What follows belongs to an exercise in optimizing a design on an open flow for small area, a short achievable clock period and few clock cycles per item; a production flow would make more cautious choices.
The RTL was checked by simulation tests, not by an equivalence proof against the original design.
The flow treats the clock pin as an ideal source. Dropping or thinning the clock tree relies on that and would not hold on a real chip.
Power is estimated from default activity; no workload was simulated.

## flow/design.v (module list and top-level ports; edited modules follow where they fit)
// module esq1_core: 2294 lines
module esq1_core (
    input  wire        clk,
    input  wire        rst,
    input  wire        cmd_valid,
    output wire        cmd_ready,
    input  wire [31:0] cmd,
    output reg         done,
    output reg  [15:0] res,
    output reg  [2:0]  err,
    output reg  [7:0]  sub,
    output reg  [15:0] pos,
    output reg         sticky
);
  // ...
==> flow/flow/run.sh <==
#!/bin/bash
# The standard layout (the standard.sh: standard synthesis, floorplan,
# placement, CTS, routing), with ORFS's timing repair aimed below the clock
# period: repair_timing treats a path as failing until its slack reaches
# SETUP_SLACK_MARGIN ns, so the sized netlist runs well under the 10 ns clock.
# The SDC and every other setting stay the standard flow's.
set -euo pipefail
bash standard.sh SETUP_SLACK_MARGIN=6.8 finish > flow_standard.log 2>&1
==> flow/standard.sh <==
#!/bin/bash
# synth_recipe.tcl (not shown) runs the flow's synth.tcl, then flattens the netlist and writes it again
# the make line also repeats each setting of config.mk as NAME=value (left out here)
make -C /OpenROAD-flow-scripts/flow DESIGN_CONFIG=/design/flow/config.mk WORK_HOME=/design/flow/orfs CLKGATE_MAP_FILE= SYNTH_SCRIPT=/design/flow/synth_recipe.tcl "${@:-finish}"
==> flow/config.mk <==
export PLATFORM = sky130hd
export DESIGN_NAME = esq1_core
export DESIGN_NICKNAME = esq1_core
export VERILOG_FILES = /design/flow/design.v
export SDC_FILE = /design/flow/constraint.sdc
export NUM_CORES = 8
export LEC_CHECK = 0
export CAP_MARGIN = 20
export CORE_MARGIN = 2
export CORE_UTILIZATION = 35
export PLACE_DENSITY = 0.5
export SLEW_MARGIN = 20
==> flow/constraint.sdc <==
create_clock -name core_clock -period 10.0 [get_ports {clk}]
set_input_delay 2.0000 -clock core_clock [delete_from_list [all_inputs] [get_ports {clk}]]
set_output_delay 2.0000 -clock core_clock [all_outputs]
set_load 0.01 [all_outputs]
==> results.json, run 1 <==
{
  "power_mw": 16.9,
  "largest_reg_flops": 48,
  "p_seq_mw": 7.71,
  "dieHeight_um": 493,
  "top_usage_layer": "met2",
  "grt_pass1_vias": 82300,
  "dr.pass1.iters": 17,
  "numCtsBuffers": 210,
  "critPathTopFamily": "compound AO/OA/AOI/OAI gates",
  "clk-insertion-delay-late_ps": 920,
  "post-route-util_pct": 40.7,
  "r2r_start": "fcol[1]",
  "seq_area_share_pct": 39.6,
  "p_per_area_nw_per_um2": 174,
  "hold_buffers": 0,
  "place_ws_ps": 5350,
  "rr_endpoint": "rd3[3]",
  "synth_commonest_cells": "dfxtp_1, nand2_1, clkbuf_1",
  "postCtsSetupBuffers": 34,
  "synth_most_common_cell": "dfxtp_1",
  "ir_drop_v": 0.000163,
  "met3_usage_pct": 31.3,
  "highest_layer": "met5",
  "status": "complete, no violations",
  "p_clk_mw": 8.38,
  "seqPwrFrac_pct": 45.7,
  "crit_required_ps": 10750,
  "yosys-mux-area-fraction_pct": 0.308
}
Testbench counts, summed over its fixed seeds: cycles 13,568, cmds 13,544.
==> run 2, diff against run 1 <==
--- a/flow/design.v
+++ b/flow/design.v
@@ -324,25 +324,23 @@
     reg [12:0] lrow;          
     reg [7:0]  lcol;          
     reg        setb_x;
     reg [15:0] frow;          
     reg [15:0] fcol;          
     reg        setf_x;
     reg [11:0] pk_en;         
     reg [11:0] up_en;         
-    reg [11:0] gm_x;          
-    reg        upf_x;         
     reg [7:0]  vx_v;          
     reg        vb1, vb2;      
     reg [2:0]  nidx;          
     reg        rs_lb, rs_rec, rs_nm;
     reg [7:0]  imm;
     reg [3:0]  hnib;
-    reg        ext, res_we, srst_x;
+    reg        ext, res_we, srst_x, errf_x;
     reg [2:0]  err_x;
     reg [7:0]  sub_x;
     reg [15:0] pos_x;
     wire [7:0] lbpk0 = uc(name[7:0]);
     wire lbhit0 = lrow[0] & lcol[0];
     wire lbwe0 = lbhit0 & setb_x;
     wire lbpe0 = pk_en[0];
     wire lbho0 = ~(lbwe0 | lbpe0 | lb_rst_x);
@@ -2016,74 +2014,74 @@
             3'd2: rd_nm = name[23:16];
             3'd3: rd_nm = name[31:24];
             3'd4: rd_nm = name[39:32];
             3'd5: rd_nm = name[47:40];
             default: rd_nm = 8'd0;
         endcase
     end
     wire [7:0] rd = ({8{rs_lb}} & rd_lb) | ({8{rs_rec}} & rd_rec) | ({8{rs_nm}} & rd_nm) | imm;
-    reg [7:0]  usub;
-    reg [6:0]  upos;
-    always @* begin
-        usub = 8'd0; upos = 7'd0;
-        if (bdr6 && gm_x[1]) begin usub = 8'h00; upos = 7'd6; end
-        else if (bdr7 && gm_x[1]) begin usub = 8'h01; upos = 7'd7; end
-        else if (bdr8 && gm_x[1]) begin usub = 8'h02; upos = 7'd8; end
-        else if (bdr16 && gm_x[2]) begin usub = 8'h10; upos = 7'd16; end
-        else if (bdr17 && gm_x[2]) begin usub = 8'h11; upos = 7'd17; end
-        else if (bdr18 && gm_x[2]) begin usub = 8'h12; upos = 7'd18; end
-        else if (bdr26 && gm_x[3]) begin usub = 8'h20; upos = 7'd26; end
-        else if (bdr27 && gm_x[3]) begin usub = 8'h21; upos = 7'd27; end
-        else if (bdr28 && gm_x[3]) begin usub = 8'h22; upos = 7'd28; end
-        else if (bdr36 && gm_x[4]) begin usub = 8'h30; upos = 7'd36; end
-        else if (bdr37 && gm_x[4]) begin usub = 8'h31; upos = 7'd37; end
-        else if (bdr38 && gm_x[4]) begin usub = 8'h32; upos = 7'd38; end
-        else if (bdr61 && gm_x[8]) begin usub = 8'h64; upos = 7'd61; end
-        else if (bdr62 && gm_x[8]) begin usub = 8'h65; upos = 7'd62; end
-        else if (bdr66 && gm_x[8]) begin usub = 8'h6b; upos = 7'd66; end
-        else if (bdr67 && gm_x[8]) begin usub = 8'h6c; upos = 7'd67; end
-        else if (bdr71 && gm_x[9]) begin usub = 8'h74; upos = 7'd71; end
-        else if (bdr72 && gm_x[9]) begin usub = 8'h75; upos = 7'd72; end
-        else if (bdr76 && gm_x[9]) begin usub = 8'h7b; upos = 7'd76; end
-        else if (bdr77 && gm_x[9]) begin usub = 8'h7c; upos = 7'd77; end
-        else if (bdr81 && gm_x[10]) begin usub = 8'h84; upos = 7'd81; end
-        else if (bdr82 && gm_x[10]) begin usub = 8'h85; upos = 7'd82; end
-        else if (bdr86 && gm_x[10]) begin usub = 8'h8b; upos = 7'd86; end
-        else if (bdr87 && gm_x[10]) begin usub = 8'h8c; upos = 7'd87; end
-        else if (bdr88 && gm_x[11]) begin usub = 8'ha0; upos = 7'd88; end
-        else if (bdr92 && gm_x[11]) begin usub = 8'ha9; upos = 7'd92; end
-        else if (bdr93 && gm_x[11]) begin usub = 8'haa; upos = 7'd93; end
-        else if (bdr96 && gm_x[11]) begin usub = 8'haf; upos = 7'd96; end
-    end
     wire [7:0]  opc = c1[31:24];
     wire [7:0]  opa = c1[23:16];
     wire [15:0] opb = c1[15:0];
     wire [7:0]  opf = c1[15:8];
     wire [7:0]  opv = c1[7:0];
     wire        f_range = p_fsgn ? ~p_vsok : ~(p_fw[6] | |(p_fw[5:0] & p_vfit));
-    reg        n_res_we, n_lb_pack, n_unpack, n_upfail, n_setf, n_setb, n_lddef, n_srst;
+    reg        n_res_we, n_lb_pack, n_unpack, n_setf, n_setb, n_lddef, n_srst;
     reg [7:0]  n_imm;
     reg [3:0]  n_hnib;
     reg        n_ext, n_rs_lb, n_rs_rec, n_rs_nm;
     reg [2:0]  n_err;
     reg [7:0]  n_sub;
     reg [15:0] n_pos;
     reg [11:0] gsel;       
     reg        k0, k1, k2, k3;
     wire found = (gsel[1] & (bd6 | bd7 | bd8)) |
                  (gsel[2] & (bd16 | bd17 | bd18)) |
                  (gsel[3] & (bd26 | bd27 | bd28)) |
                  (gsel[4] & (bd36 | bd37 | bd38)) |
                  (gsel[8] & (bd61 | bd62 | bd66 | bd67)) |
                  (gsel[9] & (bd71 | bd72 | bd76 | bd77)) |
                  (gsel[10] & (bd81 | bd82 | bd86 | bd87)) |
                  (gsel[11] & (bd88 | bd92 | bd93 | bd96));
+    reg [7:0]  usub;
+    reg [6:0]  upos;
+    always @* begin
+        usub = 8'd0; upos = 7'd0;
+        if (bd6 && gsel[1]) begin usub = 8'h00; upos = 7'd6; end
+        else if (bd7 && gsel[1]) begin usub = 8'h01; upos = 7'd7; end
+        else if (bd8 && gsel[1]) begin usub = 8'h02; upos = 7'd8; end
+        else if (bd16 && gsel[2]) begin usub = 8'h10; upos = 7'd16; end
+        else if (bd17 && gsel[2]) begin usub = 8'h11; upos = 7'd17; end
+        else if (bd18 && gsel[2]) begin usub = 8'h12; upos = 7'd18; end
+        else if (bd26 && gsel[3]) begin usub = 8'h20; upos = 7'd26; end
+        else if (bd27 && gsel[3]) begin usub = 8'h21; upos = 7'd27; end
+        else if (bd28 && gsel[3]) begin usub = 8'h22; upos = 7'd28; end
+        else if (bd36 && gsel[4]) begin usub = 8'h30; upos = 7'd36; end
+        else if (bd37 && gsel[4]) begin usub = 8'h31; upos = 7'd37; end
+        else if (bd38 && gsel[4]) begin usub = 8'h32; upos = 7'd38; end
+        else if (bd61 && gsel[8]) begin usub = 8'h64; upos = 7'd61; end
+        else if (bd62 && gsel[8]) begin usub = 8'h65; upos = 7'd62; end
+        else if (bd66 && gsel[8]) begin usub = 8'h6b; upos = 7'd66; end
+        else if (bd67 && gsel[8]) begin usub = 8'h6c; upos = 7'd67; end
+        else if (bd71 && gsel[9]) begin usub = 8'h74; upos = 7'd71; end
+        else if (bd72 && gsel[9]) begin usub = 8'h75; upos = 7'd72; end
+        else if (bd76 && gsel[9]) begin usub = 8'h7b; upos = 7'd76; end
+        else if (bd77 && gsel[9]) begin usub = 8'h7c; upos = 7'd77; end
+        else if (bd81 && gsel[10]) begin usub = 8'h84; upos = 7'd81; end
+        else if (bd82 && gsel[10]) begin usub = 8'h85; upos = 7'd82; end
+        else if (bd86 && gsel[10]) begin usub = 8'h8b; upos = 7'd86; end
+        else if (bd87 && gsel[10]) begin usub = 8'h8c; upos = 7'd87; end
+        else if (bd88 && gsel[11]) begin usub = 8'ha0; upos = 7'd88; end
+        else if (bd92 && gsel[11]) begin usub = 8'ha9; upos = 7'd92; end
+        else if (bd93 && gsel[11]) begin usub = 8'haa; upos = 7'd93; end
+        else if (bd96 && gsel[11]) begin usub = 8'haf; upos = 7'd96; end
+    end
     always @* begin
-        n_res_we = 1'b0; n_lb_pack = 1'b0; n_unpack = 1'b0; n_upfail = 1'b0; n_setf = 1'b0;
+        n_res_we = 1'b0; n_lb_pack = 1'b0; n_unpack = 1'b0; n_setf = 1'b0;
         n_setb = 1'b0; n_lddef = 1'b0; n_srst = 1'b0;
         n_imm = 8'd0; n_hnib = 4'd0; n_ext = 1'b0; n_rs_lb = 1'b0; n_rs_rec = 1'b0; n_rs_nm = 1'b0;
         n_err = E_NONE; n_sub = 8'd0; n_pos = 16'd0;
         k0 = (opb[1:0] == 2'd0); k1 = (opb[1:0] == 2'd1); k2 = (opb[1:0] == 2'd2); k3 = (opb[1:0] == 2'd3);
         gsel = 12'd0;
         case (opc)
             8'h30, 8'h38: gsel = 12'h001;
             8'h31, 8'h39: gsel = {7'd0, k3, k2, k1, k0, 1'b0};
@@ -2202,30 +2200,30 @@
             8'h30, 8'h34, 8'h35, 8'h38, 8'h3C, 8'h3D: begin
                 if (!p_zb) begin
                     n_err = E_ILLEGAL; n_sub = 8'd1; n_pos = {8'd0, opc};
                 end else if (!p_za) begin
                     n_err = E_BADOP; n_sub = 8'd1; n_pos = {8'd0, opa};
                 end else if (!opc[3]) begin
                     n_lb_pack = 1'b1;
                 end else if (found) begin
-                    n_err = E_INVALID; n_upfail = 1'b1;
+                    n_err = E_INVALID; n_sub = usub; n_pos = {9'd0, upos};
                 end else begin
                     n_unpack = 1'b1;
                 end
             end
             8'h31, 8'h32, 8'h33, 8'h39, 8'h3A, 8'h3B: begin
                 if (!p_za) begin
                     n_err = E_BADOP; n_sub = 8'd1; n_pos = {8'd0, opa};
                 end else if ((opc[1:0] == 2'd1) ? p_bgt3 : p_bgt2) begin
                     n_err = E_BADOP; n_sub = 8'd2; n_pos = opb;
                 end else if (!opc[3]) begin
                     n_lb_pack = 1'b1;
                 end else if (found) begin
-                    n_err = E_INVALID; n_upfail = 1'b1;
+                    n_err = E_INVALID; n_sub = usub; n_pos = {9'd0, upos};
                 end else begin
                     n_unpack = 1'b1;
                 end
             end
             default: begin
                 n_err = E_ILLEGAL; n_sub = 8'd0; n_pos = {8'd0, opc};
             end
         endcase
@@ -2238,57 +2236,39 @@
         lrow      <= 13'd1 << opa[6:3];
         lcol      <= 8'd1 << opa[2:0];
         setb_x    <= ok1 & n_setb;
         frow      <= 16'd1 << opf[7:4];
         fcol      <= 16'd1 << opf[3:0];
         setf_x    <= ok1 & n_setf;
         pk_en     <= gsel & {12{ok1 & n_lb_pack}};
         up_en     <= gsel & {12{ok1 & n_unpack}};
-        gm_x      <= gsel;
-        upf_x     <= n_upfail;
         vx_v      <= opv;
         vb1       <= p_vb1;
         vb2       <= p_vb2;
         nidx      <= opv[2:0];
         rs_lb     <= n_rs_lb;
         rs_rec    <= n_rs_rec;
         rs_nm     <= n_rs_nm;
         imm       <= n_imm;
         hnib      <= n_hnib;
         ext       <= n_ext;
-        res_we    <= n_res_we;
-        srst_x    <= n_srst;
+        res_we    <= ok1 & n_res_we;
+        srst_x    <= ok1 & n_srst;
+        errf_x    <= ok1 & (n_err != E_NONE);
         err_x     <= n_err;
         sub_x     <= n_sub;
         pos_x     <= n_pos;
     end
-    reg        v3, ext3, res_we3, srst3;
-    reg [7:0]  rd3;
-    reg [3:0]  hnib3;
-    reg [2:0]  err3;
-    reg [7:0]  sub3;
-    reg [15:0] pos3;
-    always @(posedge clk) begin
-        v3      <= vx & ~rst;
-        rd3     <= rd;
-        hnib3   <= hnib;
-        ext3    <= ext;
-        res_we3 <= res_we;
-        srst3   <= srst_x;
-        err3    <= err_x;
-        sub3    <= upf_x ? usub : sub_x;
-        pos3    <= upf_x ? {9'd0, upos} : pos_x;
-    end
     always @(posedge clk) begin
-        done <= v3 & ~rst;
-        err  <= err3;
-        sub  <= sub3;
-        pos  <= pos3;
-        if (rst || (v3 && srst3)) begin
+        done <= vx & ~rst;
+        err  <= err_x;
+        sub  <= sub_x;
+        pos  <= pos_x;
+        if (rst || srst_x) begin
             res    <= 16'd0;
             sticky <= 1'b0;
-        end else if (v3) begin
-            if (res_we3) res <= {ext3 ? {8{rd3[7]}} : {4'd0, hnib3}, rd3};
-            if (err3 != E_NONE) sticky <= 1'b1;
+        end else begin
+            if (res_we) res <= {ext ? {8{rd[7]}} : {4'd0, hnib}, rd};
+            if (errf_x) sticky <= 1'b1;
         end
     end
 endmodule
==> flow/flow/run.sh (replaced) <==
#!/bin/bash
# The standard layout (the standard.sh: standard synthesis, floorplan,
# placement, CTS, routing) with these changes to how it is made:
# - ORFS's timing repair aims below the clock period: repair_timing treats a
#   path as failing until its slack reaches SETUP_SLACK_MARGIN ns, so the
#   sized netlist runs well under the 10 ns clock;
# - the port buffers are buf_4 (ORFS would pick a delay cell);
# - CTS clusters up to 25 sinks per leaf buffer (within 80 um) and adds no
#   dummy loads;
# - after CTS, post_cts.tcl rebuilds the top of the clock tree: the clock
#   port drives four buffers, one per region, that drive the leaf buffers
#   (retree.tcl); the tree stays balanced, one level shallower;
# - after global routing, post_grt.tcl repairs antennas with a margin so
#   detailed routing needs no antenna re-route passes.
# The SDC and every other setting stay the standard flow's.
set -euo pipefail
here=$(pwd)
bash standard.sh SETUP_SLACK_MARGIN=6.8 \
  "BUFFER_PORTS_ARGS=-buffer_cell sky130_fd_sc_hd__buf_4" \
  "CTS_ARGS=-sink_clustering_enable -repair_clock_nets -sink_clustering_size 25 -sink_clustering_max_diameter 80 -dont_use_dummy_load" \
  POST_CTS_TCL="$here/flow/post_cts.tcl" \
  POST_GLOBAL_ROUTE_TCL="$here/flow/post_grt.tcl" \
  finish > flow_standard.log 2>&1
==> flow/flow/post_cts.tcl (new file) <==
# POST_CTS hook: rebuild the top of the clock tree (see retree.tcl), then
# legalize the new buffers and repair timing again on the new tree.
source [file join [file dirname [info script]] retree.tcl]
retree_clock 4
detailed_placement
estimate_parasitics -placement
repair_timing_helper
detailed_placement
check_placement -verbose
==> flow/flow/post_grt.tcl (new file) <==
# POST_GLOBAL_ROUTE hook: repair antennas once more with a 30% margin on the
# antenna ratios, so that the detailed routes, which differ from the global
# ones, rarely break the rule and need no repair-and-reroute pass after
# detailed routing; then write the route guides again.
repair_antennas -ratio_margin 30 -iterations 5
check_placement -verbose
check_antennas -report_file $::env(REPORTS_DIR)/grt_antennas_margin.log
write_guides $::env(RESULTS_DIR)/route.guide
==> flow/flow/retree.tcl (new file) <==
# Rebuild the top of the clock tree: the clock port drives NROOT buffers
# directly, each driving the leaf buffers of one region, in place of the
# root buffer and the middle level that CTS builds.
proc retree_clock { {nroot 4} {master_name sky130_fd_sc_hd__clkbuf_16} } {
  set block [ord::get_db_block]
  set db [ord::get_db]
  set master [$db findMaster $master_name]
  set port_net [[$block findBTerm clk] getNet]
  # walk the buffer tree from the port
  set level [list $port_net]
  set bufs {}
  set leaves {}
  while {[llength $level]} {
    set next {}
    foreach net $level {
      foreach it [$net getITerms] {
        if {![$it isInputSignal] && [$it getIoType] ne "INPUT"} { continue }
        set inst [$it getInst]
        set m [[$inst getMaster] getName]
        if {[string match "*clkbuf*" $m] || [string match "*clkinv*" $m]} {
          # output net of the buffer
          set onet ""
          foreach oit [$inst getITerms] { if {[$oit getIoType] eq "OUTPUT"} { set onet [$oit getNet] } }
          set drives_buf 0
          foreach it2 [$onet getITerms] {
            if {[$it2 getIoType] eq "INPUT"} {
              set m2 [[[$it2 getInst] getMaster] getName]
              if {[string match "*clkbuf*" $m2] || [string match "*clkinv*" $m2]} { set drives_buf 1 }
            }
          }
          if {$drives_buf} { lappend bufs $inst; lappend next $onet } else { lappend leaves $inst }
        }
      }
    }
    set level $next
  }
  puts "retree: [llength $bufs] upper buffers, [llength $leaves] leaf buffers"
  # leaf positions
  set pts {}
  foreach l $leaves { set bb [$l getBBox]; lappend pts [list $l [expr {([$bb xMin]+[$bb xMax])/2}] [expr {([$bb yMin]+[$bb yMax])/2}]] }
  # k-means into nroot clusters, seeded by splitting on x then y medians
  set n [llength $pts]
  set sx [lsort -integer -index 1 $pts]
  set cents {}
  set half [expr {$n/2}]
  foreach part [list [lrange $sx 0 [expr {$half-1}]] [lrange $sx $half end]] {
    set sy [lsort -integer -index 2 $part]
    set h2 [expr {[llength $sy]/2}]
    foreach q [list [lrange $sy 0 [expr {$h2-1}]] [lrange $sy $h2 end]] {
      set cx 0; set cy 0
      foreach p $q { set cx [expr {$cx+[lindex $p 1]}]; set cy [expr {$cy+[lindex $p 2]}] }
      lappend cents [list [expr {$cx/[llength $q]}] [expr {$cy/[llength $q]}]]
    }
  }
  set cents [lrange $cents 0 [expr {$nroot-1}]]
  for {set iter 0} {$iter < 20} {incr iter} {
    set groups {}
    for {set k 0} {$k < $nroot} {incr k} { lappend groups {} }
    foreach p $pts {
      set best 0; set bd 1e30
      for {set k 0} {$k < $nroot} {incr k} {
        set c [lindex $cents $k]
        set d [expr {abs([lindex $p 1]-[lindex $c 0]) + abs([lindex $p 2]-[lindex $c 1])}]
        if {$d < $bd} { set bd $d; set best $k }
      }
      lset groups $best [concat [lindex $groups $best] [list $p]]
    }
    set cents {}
    foreach g $groups {
      set cx 0; set cy 0
      foreach p $g { set cx [expr {$cx+[lindex $p 1]}]; set cy [expr {$cy+[lindex $p 2]}] }
      set c [expr {max(1,[llength $g])}]
      lappend cents [list [expr {$cx/$c}] [expr {$cy/$c}]]
    }
  }
  # remove the upper buffers and their nets
  foreach b $bufs {
    foreach it [$b getITerms] {
      set net [$it getNet]
      if {$net ne "NULL" && [$it getIoType] eq "OUTPUT"} { $it disconnect; odb::dbNet_destroy $net } elseif {$net ne "NULL"} { $it disconnect }
    }
    odb::dbInst_destroy $b
  }
  # new roots
  for {set k 0} {$k < $nroot} {incr k} {
    set inst [odb::dbInst_create $block $master "clkroot_$k"]
    set net [odb::dbNet_create $block "clknet_root_$k"]
    $net setSigType CLOCK
    set c [lindex $cents $k]
    $inst setLocation [lindex $c 0] [lindex $c 1]
    $inst setPlacementStatus PLACED
    foreach it [$inst getITerms] {
      set mt [[$it getMTerm] getName]
      if {$mt eq "A"} { $it connect $port_net }
      if {$mt eq "X"} { $it connect $net }
    }
    foreach p [lindex $groups $k] {
      set l [lindex $p 0]
      foreach it [$l getITerms] { if {[[$it getMTerm] getName] eq "A"} { $it connect $net } }
    }
    puts "retree: root $k at $c drives [llength [lindex $groups $k]] leaves"
  }
}
==> flow/config.mk (replaced) <==
export PLATFORM = sky130hd
export DESIGN_NAME = esq1_core
export DESIGN_NICKNAME = esq1_core
export VERILOG_FILES = /design/flow/design.v
export SDC_FILE = /design/flow/constraint.sdc
export NUM_CORES = 8
export LEC_CHECK = 0
export ABC_AREA = 1
export CAP_MARGIN = 20
export CORE_MARGIN = 2
export CORE_UTILIZATION = 40
export PLACE_DENSITY = 0.55
export SLEW_MARGIN = 20
==> results.json, run 2 <==
{
  "status": "finished with violations",
  "violations": "capacitance limit",
  "design_area_um2": 90500,
  "tightest_slew_ps": 1480,
  "synth_edf_count": 0,
  "synth_top_cell_area_share_pct": 46.5,
  "grt_pass1_wl_mm": 675,
  "finalHoldViolations": 0,
  "post-route-util_pct": 45.8,
  "dieHeight_um": 450,
  "max_freq_mhz": 254,
  "comb_power_share_pct": 5.2,
  "yosys-mux-area-fraction_pct": 0,
  "row_count": 163,
  "layout_common_cells": "nand2_1, dfxtp_1, o221ai_1",
  "synth_compound_area_share_pct": 25.5,
  "synth_commonest_cells": "nand2_1, dfxtp_1, inv_1",
  "synth-simple-area-share_pct": 18.3,
  "largest_reg_flops": 48,
  "layout-drive-gt1-share_pct": 10.4,
  "fin_nets": 10100,
  "worst_setup_path_start_kind": "flop",
  "post-route-drc-count": 0,
  "design.die.area_um2": 203000,
  "placedCellCount": 12500,
  "placed_area_um2": 83400,
  "ys_async_sr_fraction_pct": 0,
  "top_register": "name",
  "gp_congestion": 1.21,
  "ir_drop_v": 0.000245,
  "period_needed_ps": 3940,
  "endpoint_kind": "flop",
  "cts_sinks": 1851,
  "ys_seq_area_share_pct": 46.5,
  "ant_nets": 0,
  "grt_max_degree": 130,
  "place_ws_ps": 4540,
  "startpoint": "lcol[5]",
  "synth_fa_ha_area_share_pct": 0,
  "min_from": "sub_x[2]",
  "timing.slew.headroom_pct": 0.696,
  "syn_area_um2": 79600,
  "track_usage_pct": 47.6,
  "grt_pass1_vias": 77400,
  "core_um2": 198000,
  "slew_viol_final": 0,
  "period_share_pct": 39.4,
  "wire_per_inst_um": 39.6,
  "ys_ff_latch": 1851,
  "switching_power_mw": 3.31,
  "yosysTopAreaCell": "dfxtp_1",
  "r2r_start": "lcol[5]",
  "port_buffers": 79,
  "reg_top3": "name x48, c1 x32",
  "synth_top_family_by_area": "compound AO/OA/AOI/OAI gates",
  "vias": 87600,
  "grt_overflow": 0,
  "synthCells": 10000,
  "routed_wl_mm": 506,
  "path_class": "flop to flop",
  "final_common_cell": "nand2_1",
  "power_mw": 12.9,
  "drv_cap": 1,
  "finalSetupViolations": 0,
  "critPathMaxFanout": 10,
  "arrival_ps": 4510,
  "intPower_mw": 9.57,
  "fillers": 19700,
  "antenna_found_initial": 75,
  "ys_top_cells_by_area": "dfxtp_1, o221ai_1, nand2_1",
  "switching_share_pct": 25.7,
  "pwr-share-clk_pct": 36.8,
  "p_per_area_nw_per_um2": 142,
  "avgSynthCellArea_um2": 7.93,
  "drtIter0Drc": 15300,
  "viasPerCell": 6.85,
  "synth_xor_area_share_pct": 0,
  "hold_slack_ps": 298,
  "io-pin-count": 81,
  "dr.pass1.iters": 9,
  "yosys_warnings": 1,
  "start_util_pct": 40.3,
  "crit_required_ps": 10570,
  "hp-class": "flop to flop",
  "seqPwrFrac_pct": 58.0,
  "dieWidth_um": 450,
  "dpl.hpwl_mm": 374,
  "worst_slack_ps": 6060,
  "fin_cells": 12800,
  "synth_fp_nets": 10100,
  "tns_ps": 0,
  "skew_ps": 76.9,
  "power.leakage_nw": 32.8,
  "syn_to_final_growth_pct": 13.7,
  "clkTransAtPathRegs_ps": 100,
  "synth_most_common_cell": "nand2_1",
  "clk-insertion-delay-late_ps": 720,
  "synthDistinctLibCells": 60,
  "synthFlopType": "dfxtp_1"
}
run 2: power by group through the flow:
stage	logic, mW	registers (mW)	clock network [mW]
after global placement	0.592	7.64	0
after detailed placement	0.591	7.64	0
after floorplan	0.297	7.61	0
final	0.667	7.48	4.74
run 2: area by class of cell, clock buffers not listed:
cell class	instances	area, µm²	share of cell area [%]
diodes	85	213	0.235
flip-flops and latches	1851	37200	41.1
inverters	1554	6030	6.66
well taps	2640	3300	3.65
repair buffers	345	3350	3.71
plain buffers	4	100	0.111
multi-input cells	6192	37400	41.4
run 2: final timing paths:
kind	end	slack, ps	cells after the start
setup / recovery	res[6]	6060	13
hold / removal	sub[2]	300	0
setup reg to reg	res[6]	6060	13
hold reg to reg	sub[2]	300	0
run 2: logic make-up after synthesis:
| group | count (synthesis) |
|---|---|
| AO/OA/AOI/OAI | 2605 |
| buffers and inverters | 1999 |
| flip-flops | 1851 |
| other | 1 |
| AND/OR/NAND/NOR | 3586 |
run 2: worst max-delay path, stage by stage (launching register included):
cell and delay (ps):
dfxtp_1 320, buf_12 160, nand2_1 80, clkinv_2 240, nand2_1 250, nand4_1 170, nor3_4 440, o2111ai_4 310
nor3_4 370, nand4_1 590, o41ai_2 460, nand3_2 260, nand2_1 130, inv_1 50
run 2: metal layers:
metal  track usage (%)  part of all wire (%)
met5                 0                 0.072
met4              35.2                   9.3
met3              16.8                    14
met2              64.8                    39
met1              61.4                    38
Testbench counts of run 2, summed over its fixed seeds: cycles 13,560, cmds 13,544.

-- port drivers added, routing unchanged --
In the flow no input, the clock included, has a driving cell. The finished layouts below were timed again as built, in two steps. Step 1 (the two cells are an assumption about what drives the block):
set clk [get_ports {clk}]
set_driving_cell -lib_cell sky130_fd_sc_hd__clkbuf_16 $clk
set_driving_cell -lib_cell sky130_fd_sc_hd__buf_2 [delete_from_list [all_inputs] $clk]
Step 2 moves the port delays by t, midway between the first and last clock arrival at a register: inputs arrive t later, outputs are due t later. That takes back most of the time a late clock gives input paths. Three values: ideal ports, drivers, drivers and shift; two values: the first two.
| run | t, ns | setup slack, ns | hold WS [ns] |
|---|---|---|---|
| run 1 | 0.993 | 6.343 / 6.343 / 5.989 | 0.327 / 0.327 / 0.327 |
| run 2 | 0.896 | 6.059 / 6.059 / 6.027 | 0.298 / 0.298 / 0.298 |
For run 1, which loses most, drivers alone change the setup slack by 0.000 ns; drivers and shift together by -0.354 ns.
